From an optimization exercise on the open Yosys and OpenROAD flow, aimed at small area; shortcuts taken in it are not production practice.
Function not checked in this run: the RTL went through the layout flow alone.
Power figures rest on the tool's default switching activity, not on a simulated workload.

--- flow/flow/run.sh ---
#!/bin/bash
# The standard layout, with three area settings of ORFS for the later steps:
#  - remove the buffers ABC put into the synthesized netlist (REMOVE_ABC_BUFFERS);
#    repair_design re-buffers any net that needs it for slew or capacitance,
#  - buffer every input and output port with buf_1 rather than the resizer's pick,
#  - build the clock tree from small clock buffers without dummy loads.
# Synthesis is the standard synthesis, unchanged.
set -euo pipefail
bash standard.sh synth > synth.log 2>&1
bash standard.sh REMOVE_ABC_BUFFERS=1 \
  "BUFFER_PORTS_ARGS=-buffer_cell sky130_fd_sc_hd__buf_1" \
  "CTS_ARGS=-sink_clustering_enable -repair_clock_nets -dont_use_dummy_load -buf_list sky130_fd_sc_hd__clkbuf_4 sky130_fd_sc_hd__clkbuf_8" \
  finish > layout.log 2>&1
--- flow/constraint.sdc ---
create_clock -name core_clock -period 50.0 [get_ports {clk}]
set_input_delay 10.0000 -clock core_clock [delete_from_list [all_inputs] [get_ports {clk}]]
set_output_delay 10.0000 -clock core_clock [all_outputs]
set_load 0.01 [all_outputs]
--- flow/config.mk ---
export PLATFORM = sky130hd
export DESIGN_NAME = stack_core
export DESIGN_NICKNAME = stack_core
export VERILOG_FILES = /design/flow/design.v
export SDC_FILE = /design/flow/constraint.sdc
export NUM_CORES = 4
export LEC_CHECK = 0
export CAP_MARGIN = 20
export CORE_MARGIN = 2
export CORE_UTILIZATION = 40
export SLEW_MARGIN = 20
--- flow/standard.sh ---
#!/bin/bash
# synth_recipe.tcl (not shown) runs the flow's synth.tcl, then flattens the netlist and writes it again
# the make line also repeats each setting of config.mk as NAME=value (left out here)
make -C /OpenROAD-flow-scripts/flow DESIGN_CONFIG=/design/flow/config.mk WORK_HOME=/design/flow/orfs CLKGATE_MAP_FILE= SYNTH_SCRIPT=/design/flow/synth_recipe.tcl "${@:-finish}"
--- flow/design.v ---
module stack_core (
    input  wire        clk,
    input  wire        rst,           
    output wire        mem_req,
    output wire        mem_we,
    output wire [15:0] mem_addr,
    output wire [15:0] mem_wdata,
    input  wire [15:0] mem_rdata,
    input  wire        mem_ready,
    output wire        out_valid,
    output wire [15:0] out_data,
    output wire        halted,
    output wire        faulted,
    output wire [2:0]  fault_kind,
    output wire [16:0] fault_pc,
    output reg  [16:0] pc,
    output reg  [16:0] sp,
    output reg  [15:0] fp,
    output reg  [31:0] reads,
    output reg  [31:0] writes
);
    reg [3:0]  ir;       
    reg [3:0]  ph;       
    reg [15:0] T;
    reg [16:0] F;
    reg [3:0]  cnt;
    reg        q, qs;
    wire [7:0] iph = {ir, ph};
    wire       ph0 = (ph == 4'd0);
    wire [2:0] fa, fb, fmode, fd, fchk;
    wire [1:0] fmem, fadr, frc, fk;
    wire       fsx, fcntclr, fcntinc, fqld, fqsld, fqsx, foutv, firld;
    assign fa[0] = ph0 | (iph == 8'd68) | (iph == 8'd98) | (iph == 8'd99) | (iph == 8'd101) | (iph == 8'd114) | (iph == 8'd116) | (iph == 8'd119) | (iph == 8'd124) | (iph == 8'd149) | (iph == 8'd194) | (iph == 8'd210) | (iph == 8'd226) | (iph == 8'd227) | (iph == 8'd242) | (iph == 8'd2) | (iph == 8'd5);
    assign fa[1] = (iph == 8'd34) | (iph == 8'd50) | (iph == 8'd66) | (iph == 8'd82) | (iph == 8'd84) | (iph == 8'd86) | (iph == 8'd87) | (iph == 8'd89) | (iph == 8'd91) | (iph == 8'd92) | (iph == 8'd100) | (iph == 8'd101) | (iph == 8'd102) | (iph == 8'd103) | (iph == 8'd116) | (iph == 8'd118) | (iph == 8'd119) | (iph == 8'd126) | (iph == 8'd146) | (iph == 8'd148) | (iph == 8'd162) | (iph == 8'd196) | (iph == 8'd212) | (iph == 8'd227) | (iph == 8'd229) | (iph == 8'd244) | (iph == 8'd4) | (iph == 8'd5);
    assign fa[2] = (iph == 8'd35) | (iph == 8'd51) | (iph == 8'd68) | (iph == 8'd86) | (iph == 8'd87);
    assign fb[0] = (iph == 8'd33) | (iph == 8'd35) | (iph == 8'd49) | (iph == 8'd51) | (iph == 8'd65) | (iph == 8'd83) | (iph == 8'd86) | (iph == 8'd87) | (iph == 8'd97) | (iph == 8'd113) | (iph == 8'd115) | (iph == 8'd117) | (iph == 8'd121) | (iph == 8'd124) | (iph == 8'd125) | (iph == 8'd129) | (iph == 8'd147) | (iph == 8'd161) | (iph == 8'd193) | (iph == 8'd209) | (iph == 8'd211) | (iph == 8'd225) | (iph == 8'd228) | (iph == 8'd241) | (iph == 8'd243) | (iph == 8'd1) | (iph == 8'd3);
    assign fb[1] = (iph == 8'd88) | (iph == 8'd104) | (iph == 8'd119) | (iph == 8'd122) | (iph == 8'd124) | (iph == 8'd195) | (iph == 8'd227) | (iph == 8'd5);
    assign fb[2] = (iph == 8'd68) | (iph == 8'd87);
    assign fmode[0] = ph0 | (iph == 8'd34) | (iph == 8'd50) | (iph == 8'd66) | (iph == 8'd82) | (iph == 8'd84) | (iph == 8'd86) | (iph == 8'd88) | (iph == 8'd89) | (iph == 8'd91) | (iph == 8'd92) | (iph == 8'd98) | (iph == 8'd100) | (iph == 8'd102) | (iph == 8'd114) | (iph == 8'd118) | (iph == 8'd124) | (iph == 8'd126) | (iph == 8'd146) | (iph == 8'd148) | (iph == 8'd149) | (iph == 8'd162) | (iph == 8'd194) | (iph == 8'd196) | (iph == 8'd210) | (iph == 8'd212) | (iph == 8'd226) | (iph == 8'd229) | (iph == 8'd242) | (iph == 8'd244) | (iph == 8'd2) | (iph == 8'd4);
    assign fmode[1] = (iph == 8'd49) | (iph == 8'd84) | (iph == 8'd87) | (iph == 8'd88) | (iph == 8'd100) | (iph == 8'd102) | (iph == 8'd124) | (iph == 8'd196) | (iph == 8'd212) | (iph == 8'd229);
    assign fmode[2] = (iph == 8'd83) | (iph == 8'd86) | (iph == 8'd87) | (iph == 8'd88);
    assign fd[0] = ph0 | (iph == 8'd65) | (iph == 8'd83) | (iph == 8'd97) | (iph == 8'd98) | (iph == 8'd103) | (iph == 8'd104) | (iph == 8'd113) | (iph == 8'd114) | (iph == 8'd117) | (iph == 8'd119) | (iph == 8'd121) | (iph == 8'd124) | (iph == 8'd125) | (iph == 8'd129) | (iph == 8'd147) | (iph == 8'd149) | (iph == 8'd193) | (iph == 8'd194) | (iph == 8'd209) | (iph == 8'd210) | (iph == 8'd225) | (iph == 8'd226) | (iph == 8'd227) | (iph == 8'd241) | (iph == 8'd242) | (iph == 8'd1) | (iph == 8'd2) | (iph == 8'd5);
    assign fd[1] = (iph == 8'd34) | (iph == 8'd50) | (iph == 8'd66) | (iph == 8'd68) | (iph == 8'd82) | (iph == 8'd84) | (iph == 8'd87) | (iph == 8'd89) | (iph == 8'd91) | (iph == 8'd92) | (iph == 8'd100) | (iph == 8'd102) | (iph == 8'd103) | (iph == 8'd116) | (iph == 8'd117) | (iph == 8'd118) | (iph == 8'd122) | (iph == 8'd126) | (iph == 8'd146) | (iph == 8'd148) | (iph == 8'd162) | (iph == 8'd196) | (iph == 8'd212) | (iph == 8'd229) | (iph == 8'd244) | (iph == 8'd4);
    assign fd[2] = (iph == 8'd33) | (iph == 8'd35) | (iph == 8'd49) | (iph == 8'd51) | (iph == 8'd65) | (iph == 8'd67) | (iph == 8'd68) | (iph == 8'd83) | (iph == 8'd85) | (iph == 8'd87) | (iph == 8'd88) | (iph == 8'd97) | (iph == 8'd99) | (iph == 8'd101) | (iph == 8'd113) | (iph == 8'd115) | (iph == 8'd119) | (iph == 8'd124) | (iph == 8'd161) | (iph == 8'd193) | (iph == 8'd195) | (iph == 8'd209) | (iph == 8'd211) | (iph == 8'd225) | (iph == 8'd227) | (iph == 8'd228) | (iph == 8'd241) | (iph == 8'd243) | (iph == 8'd1) | (iph == 8'd3) | (iph == 8'd5);
    assign fchk[0] = ph0 | (iph == 8'd93) | (iph == 8'd97) | (iph == 8'd99) | (iph == 8'd100) | (iph == 8'd102) | (iph == 8'd113) | (iph == 8'd129) | (iph == 8'd147) | (iph == 8'd193) | (iph == 8'd196) | (iph == 8'd209) | (iph == 8'd212) | (iph == 8'd225) | (iph == 8'd229) | (iph == 8'd241) | (iph == 8'd1);
    assign fchk[1] = (iph == 8'd33) | (iph == 8'd35) | (iph == 8'd49) | (iph == 8'd51) | (iph == 8'd65) | (iph == 8'd68) | (iph == 8'd81) | (iph == 8'd83) | (iph == 8'd92) | (iph == 8'd100) | (iph == 8'd102) | (iph == 8'd115) | (iph == 8'd121) | (iph == 8'd125) | (iph == 8'd145) | (iph == 8'd161) | (iph == 8'd196) | (iph == 8'd212) | (iph == 8'd229) | (iph == 8'd243) | (iph == 8'd3);
    assign fchk[2] = (iph == 8'd93) | (iph == 8'd123) | (iph == 8'd211) | (iph == 8'd228) | (iph == 8'd245) | (iph == 8'd6);
    assign fmem[0] = ph0 | (iph == 8'd33) | (iph == 8'd35) | (iph == 8'd49) | (iph == 8'd51) | (iph == 8'd65) | (iph == 8'd68) | (iph == 8'd81) | (iph == 8'd83) | (iph == 8'd86) | (iph == 8'd87) | (iph == 8'd92) | (iph == 8'd97) | (iph == 8'd113) | (iph == 8'd115) | (iph == 8'd117) | (iph == 8'd121) | (iph == 8'd125) | (iph == 8'd129) | (iph == 8'd145) | (iph == 8'd147) | (iph == 8'd161) | (iph == 8'd193) | (iph == 8'd209) | (iph == 8'd211) | (iph == 8'd225) | (iph == 8'd228) | (iph == 8'd241) | (iph == 8'd243) | (iph == 8'd1) | (iph == 8'd3);
    assign fmem[1] = (iph == 8'd36) | (iph == 8'd52) | (iph == 8'd69) | (iph == 8'd90) | (iph == 8'd101) | (iph == 8'd103) | (iph == 8'd123) | (iph == 8'd197) | (iph == 8'd213) | (iph == 8'd230) | (iph == 8'd245) | (iph == 8'd6);
    assign fadr[0] = (iph == 8'd33) | (iph == 8'd35) | (iph == 8'd36) | (iph == 8'd49) | (iph == 8'd51) | (iph == 8'd52) | (iph == 8'd65) | (iph == 8'd68) | (iph == 8'd69) | (iph == 8'd81) | (iph == 8'd83) | (iph == 8'd86) | (iph == 8'd87) | (iph == 8'd90) | (iph == 8'd92) | (iph == 8'd101) | (iph == 8'd103) | (iph == 8'd115) | (iph == 8'd117) | (iph == 8'd121) | (iph == 8'd125) | (iph == 8'd145) | (iph == 8'd161) | (iph == 8'd197) | (iph == 8'd213) | (iph == 8'd230) | (iph == 8'd243) | (iph == 8'd3);
    assign fadr[1] = (iph == 8'd123) | (iph == 8'd211) | (iph == 8'd228) | (iph == 8'd245) | (iph == 8'd6);
    assign frc[0] = ph0 | (iph == 8'd33) | (iph == 8'd35) | (iph == 8'd49) | (iph == 8'd51) | (iph == 8'd65) | (iph == 8'd81) | (iph == 8'd83) | (iph == 8'd92) | (iph == 8'd97) | (iph == 8'd113) | (iph == 8'd115) | (iph == 8'd117) | (iph == 8'd121) | (iph == 8'd125) | (iph == 8'd129) | (iph == 8'd145) | (iph == 8'd147) | (iph == 8'd161) | (iph == 8'd193) | (iph == 8'd209) | (iph == 8'd211) | (iph == 8'd225) | (iph == 8'd228) | (iph == 8'd241) | (iph == 8'd243) | (iph == 8'd1) | (iph == 8'd3);
    assign frc[1] = (iph == 8'd68);
    assign fk[0] = (iph == 8'd33) | (iph == 8'd35) | (iph == 8'd49) | (iph == 8'd51) | (iph == 8'd65) | (iph == 8'd68) | (iph == 8'd81) | (iph == 8'd83) | (iph == 8'd92) | (iph == 8'd93) | (iph == 8'd97) | (iph == 8'd113) | (iph == 8'd129) | (iph == 8'd145) | (iph == 8'd147) | (iph == 8'd161) | (iph == 8'd193) | (iph == 8'd209) | (iph == 8'd225) | (iph == 8'd241) | (iph == 8'd1);
    assign fk[1] = (iph == 8'd99) | (iph == 8'd100) | (iph == 8'd102) | (iph == 8'd115) | (iph == 8'd121) | (iph == 8'd123) | (iph == 8'd125) | (iph == 8'd196) | (iph == 8'd211) | (iph == 8'd212) | (iph == 8'd228) | (iph == 8'd229) | (iph == 8'd243) | (iph == 8'd245) | (iph == 8'd3) | (iph == 8'd6);
    assign fsx = (iph == 8'd86) | (iph == 8'd87) | (iph == 8'd119) | (iph == 8'd227) | (iph == 8'd5);
    assign fcntclr = (iph == 8'd67) | (iph == 8'd85);
    assign fcntinc = (iph == 8'd68) | (iph == 8'd87);
    assign fqld = (iph == 8'd86);
    assign fqsld = (iph == 8'd81) | (iph == 8'd83);
    assign fqsx = (iph == 8'd83);
    assign foutv = (iph == 8'd162);
    assign firld = ph0;
    wire mzero = (mem_rdata == 16'd0);
    wire ms    = mem_rdata[15];
    wire cnt15 = (cnt == 4'd15);
    reg fault;
    reg [2:0] fkind;
    always @(*) begin
        case (fchk)
            3'd1: begin fault = pc[16];         fkind = 3'd1; end
            3'd2: begin fault = sp[16];         fkind = 3'd3; end
            3'd3: begin fault = (sp == 17'd0);  fkind = 3'd4; end
            3'd4: begin fault = F[16];          fkind = 3'd1; end
            3'd5: begin fault = 1'b1;           fkind = 3'd2; end
            default: begin fault = 1'b0;        fkind = 3'd0; end
        endcase
    end
    wire memop = (fmem != 2'd0);
    wire stall = memop & ~mem_ready & ~fault;
    wire go    = ~stall & ~fault;
    wire [2:0] ea = fault ? 3'd1 : fa;
    wire [2:0] eb = fault ? ((fk == 2'd2) ? 3'd3 : 3'd0) : fb;
    wire [2:0] em = fault ? ((fk == 2'd0) ? 3'd0 : 3'd3) : fmode;
    wire lsb = (ea == 3'd6) & F[15];
    wire [16:0] A = ({17{ea == 3'd1}} & pc) | ({17{ea == 3'd2}} & sp) | ({17{ea == 3'd3}} & {1'b0, fp})
                  | ({17{ea == 3'd4}} & {1'b0, T}) | ({17{ea == 3'd5 || ea == 3'd6}} & {T, lsb});
    wire gate = (eb == 3'd1) | ((eb == 3'd4) & F[15]) | ((eb == 3'd5) & q);
    wire [16:0] B0 = ({17{gate}} & {fsx & mem_rdata[15], mem_rdata})
                   | ({17{eb == 3'd2}} & {fsx & F[15], F[15:0]})
                   | {16'd0, eb == 3'd3};
    reg inv, cin;
    always @(*) begin
        case (em)
            3'd1: begin inv = 1'b0; cin = 1'b1; end
            3'd2: begin inv = 1'b1; cin = 1'b1; end
            3'd3: begin inv = 1'b1; cin = 1'b0; end
            3'd4: begin inv = ms;   cin = ms;   end
            3'd5: begin inv = ~ms;  cin = ~ms;  end
            3'd6: begin inv = ~ms & q; cin = ~ms & q; end
            3'd7: begin inv = qs;   cin = qs;   end
            default: begin inv = 1'b0; cin = 1'b0; end
        endcase
    end
    wire [16:0] B = B0 ^ {17{inv}};
    wire [16:0] Y;
    wire [17:0] cy;
    assign cy[0] = cin;
    genvar gi;
    generate
        for (gi = 0; gi < 17; gi = gi + 1) begin : add
            assign Y[gi]      = A[gi] ^ B[gi] ^ cy[gi];
            assign cy[gi + 1] = (A[gi] & B[gi]) | (cy[gi] & (A[gi] ^ B[gi]));
        end
    endgenerate
    wire pcLd = go & (fd == 3'd1);
    wire spLd = go & (fd == 3'd2);
    wire fpLd = go & (fd == 3'd3);
    wire tLd  = go & (fd == 3'd4 || fd == 3'd6);
    wire fLd  = fault | (go & (fd == 3'd5 || fd == 3'd6));
    wire fSh  = ~fault & (fd == 3'd6);
    wire rdI  = go & (frc == 2'd1 || (frc == 2'd2 && cnt == 4'd0));
    wire wrI  = go & (fmem == 2'd2);
    assign mem_req   = memop & ~fault;
    assign mem_we    = fmem[1];
    assign mem_addr  = (fadr == 2'd0) ? pc[15:0] : (fadr == 2'd1) ? sp[15:0] : F[15:0];
    assign mem_wdata = T;
    assign out_valid = foutv;
    assign out_data  = T;
    assign fault_pc  = F;
    reg [3:0] nph;
    always @(*) begin
        nph = ph + 4'd1;
        case (iph)
            8'd36: nph = 4'd0;
            8'd52: nph = 4'd0;
            8'd68: nph = (cnt15) ? 4'd5 : 4'd4;
            8'd69: nph = 4'd0;
            8'd81: nph = (mzero) ? 4'd11 : 4'd2;
            8'd87: nph = (cnt15) ? 4'd8 : 4'd6;
            8'd90: nph = 4'd0;
            8'd93: nph = 4'd13;
            8'd104: nph = 4'd0;
            8'd120: nph = (F[16]) ? 4'd12 : 4'd9;
            8'd123: nph = 4'd0;
            8'd129: nph = 4'd0;
            8'd145: nph = (mzero) ? 4'd2 : 4'd4;
            8'd147: nph = 4'd0;
            8'd149: nph = 4'd0;
            8'd162: nph = 4'd0;
            8'd197: nph = 4'd0;
            8'd213: nph = 4'd0;
            8'd230: nph = 4'd0;
            8'd245: nph = 4'd0;
            8'd6: nph = 4'd0;
            default: ;
        endcase
        if (ph0) begin
            case (mem_rdata)
                16'd2, 16'd3, 16'd4, 16'd5, 16'd6, 16'd7, 16'd8, 16'd9, 16'd10, 16'd12, 16'd13, 16'd14, 16'd15, 16'd16: nph = 4'd1;
                16'd0: nph = 4'd15;
                default: nph = 4'd0;
            endcase
        end
    end
    wire endT1 = (iph == 8'd126);    
    assign fault_kind = ir[2:0];
    assign halted  = (ph == 4'd15) & (ir[2:0] == 3'd0);
    assign faulted = (ph == 4'd15) & (ir[2:0] != 3'd0);
    wire [31:0] rdT, wrT;
    assign rdT[0] = rdI;
    assign wrT[0] = wrI;
    generate
        for (gi = 1; gi < 32; gi = gi + 1) begin : cnt_inc
            assign rdT[gi] = rdT[gi - 1] & reads[gi - 1];
            assign wrT[gi] = wrT[gi - 1] & writes[gi - 1];
        end
    endgenerate
    always @(posedge clk) begin
        if (rst) begin
            ph     <= 4'd0;
            pc     <= 17'd0;
            sp     <= 17'h10000;
            fp     <= 16'd0;
            reads  <= 32'd0;
            writes <= 32'd0;
        end else begin
            if (fault) begin
                ph <= 4'd15;
                ir <= {1'b0, fkind};
            end else if (!stall) begin
                ph <= endT1 ? 4'd15 : nph;
                if (endT1) ir <= 4'd1;
                else if (ph0) ir <= mem_rdata[3:0];
            end
            if (pcLd) pc <= Y;
            if (spLd) sp <= Y;
            if (fpLd) fp <= Y[15:0];
            reads  <= reads ^ rdT;
            writes <= writes ^ wrT;
        end
    end
    always @(posedge clk) begin
        if (tLd) T <= Y[15:0];
        if (fLd) F <= fSh ? {F[15:0], (fb == 3'd5) & q} : Y;
        if (fcntclr) cnt <= 4'd0;
        else if (fcntinc & go) cnt <= cnt + 4'd1;
        if (fqld & go) q <= ~Y[16];
        if (fqsld & go) qs <= fqsx ? (qs ^ ms) : ms;
    end
endmodule
==> summary.txt <==
==> stage by stage <==
stage / std cells / hold slack, ns / worst slack [ns]
after detailed placement: 1531 / 0.5070 / 31.77
after floorplan: 977 / 0.5060 / 32.56
after global placement: 1531 / 0.4913 / 31.84
==> how the worst max path moves through the flow <==
stage,start,to,depth (start not counted)
after floorplan,mem_rdata[15],F[16]$_DFFE_PP_,26
after global placement,mem_rdata[15],F[16]$_DFFE_PP_,27
after detailed placement,mem_rdata[15],F[16]$_DFFE_PP_,27
==> cells by family after synthesis <==
| family | Yosys count | share of synthesized area |
|---|---|---|
| compound gates | 236 | 0.1644 |
| xor+xnor | 33 | 0.03026 |
| fa+ha+maj | 84 | 0.1166 |
| buf+inv | 129 | 0.06862 |
| flops | 161 | 0.3597 |
| mux | 48 | 0.04869 |
| simple gates | 385 | 0.2118 |
==> power groups by stage <==
stage	sequential (W)	clock, W	combinational, W
2_1_floorplan	0.000229	0	0.000245
3_3_place_gp	0.000217	0	0.000387
3_5_place_dp	0.000218	0	0.000391
==> results by group <==
Placement
  – Final HPWL DP: 21.14 mm
  – Final GP Congestion: 0.9929
  – Cell Area, Placed: 10820 um2
  – Port Buffer Count: 205

Logic synthesis
  – Synth unique cells: 92
  – Register bit count reported by yosys: 161
  – Netlist Area Pre-Place: 10050 um2
  – Most frequent cells after synthesis: nor2_1 (128), dfxtp_1 (122), ha_1 (68), nor2b_1 (68), a21oi_1 (66)
  – Post-synth EDFFs: 39
  – Synth Instances: 1076
  – YS warnings: 1
  – Post-synth top area cell: dfxtp_1
  – Avg Inst Size Synth: 9.337 um2
  – Ys flop type: dfxtp_1
  – Largest cells by area after synthesis: dfxtp_1 (24%), edfxtp_1 (12%), ha_1 (8.5%)
  – Seq/Total Area, Yosys: 0.3597
  – Ys async rst share: 0
  – Most frequent cell after synthesis: nor2_1
  – Yosys top cell area share: 0.2431

Die
  – IO Pins: 206
  – Starting density of the core: 0.4036
  – Row count: 58
  – Chip Width: 162.5 um
  – Die H: 162.5 um

Outcome
  – Status: did not finish
  – Stopped at: 4_1_cts
  – First error message: [ERROR STA-0564] clock_tree_synthesis positional arguments not supported.
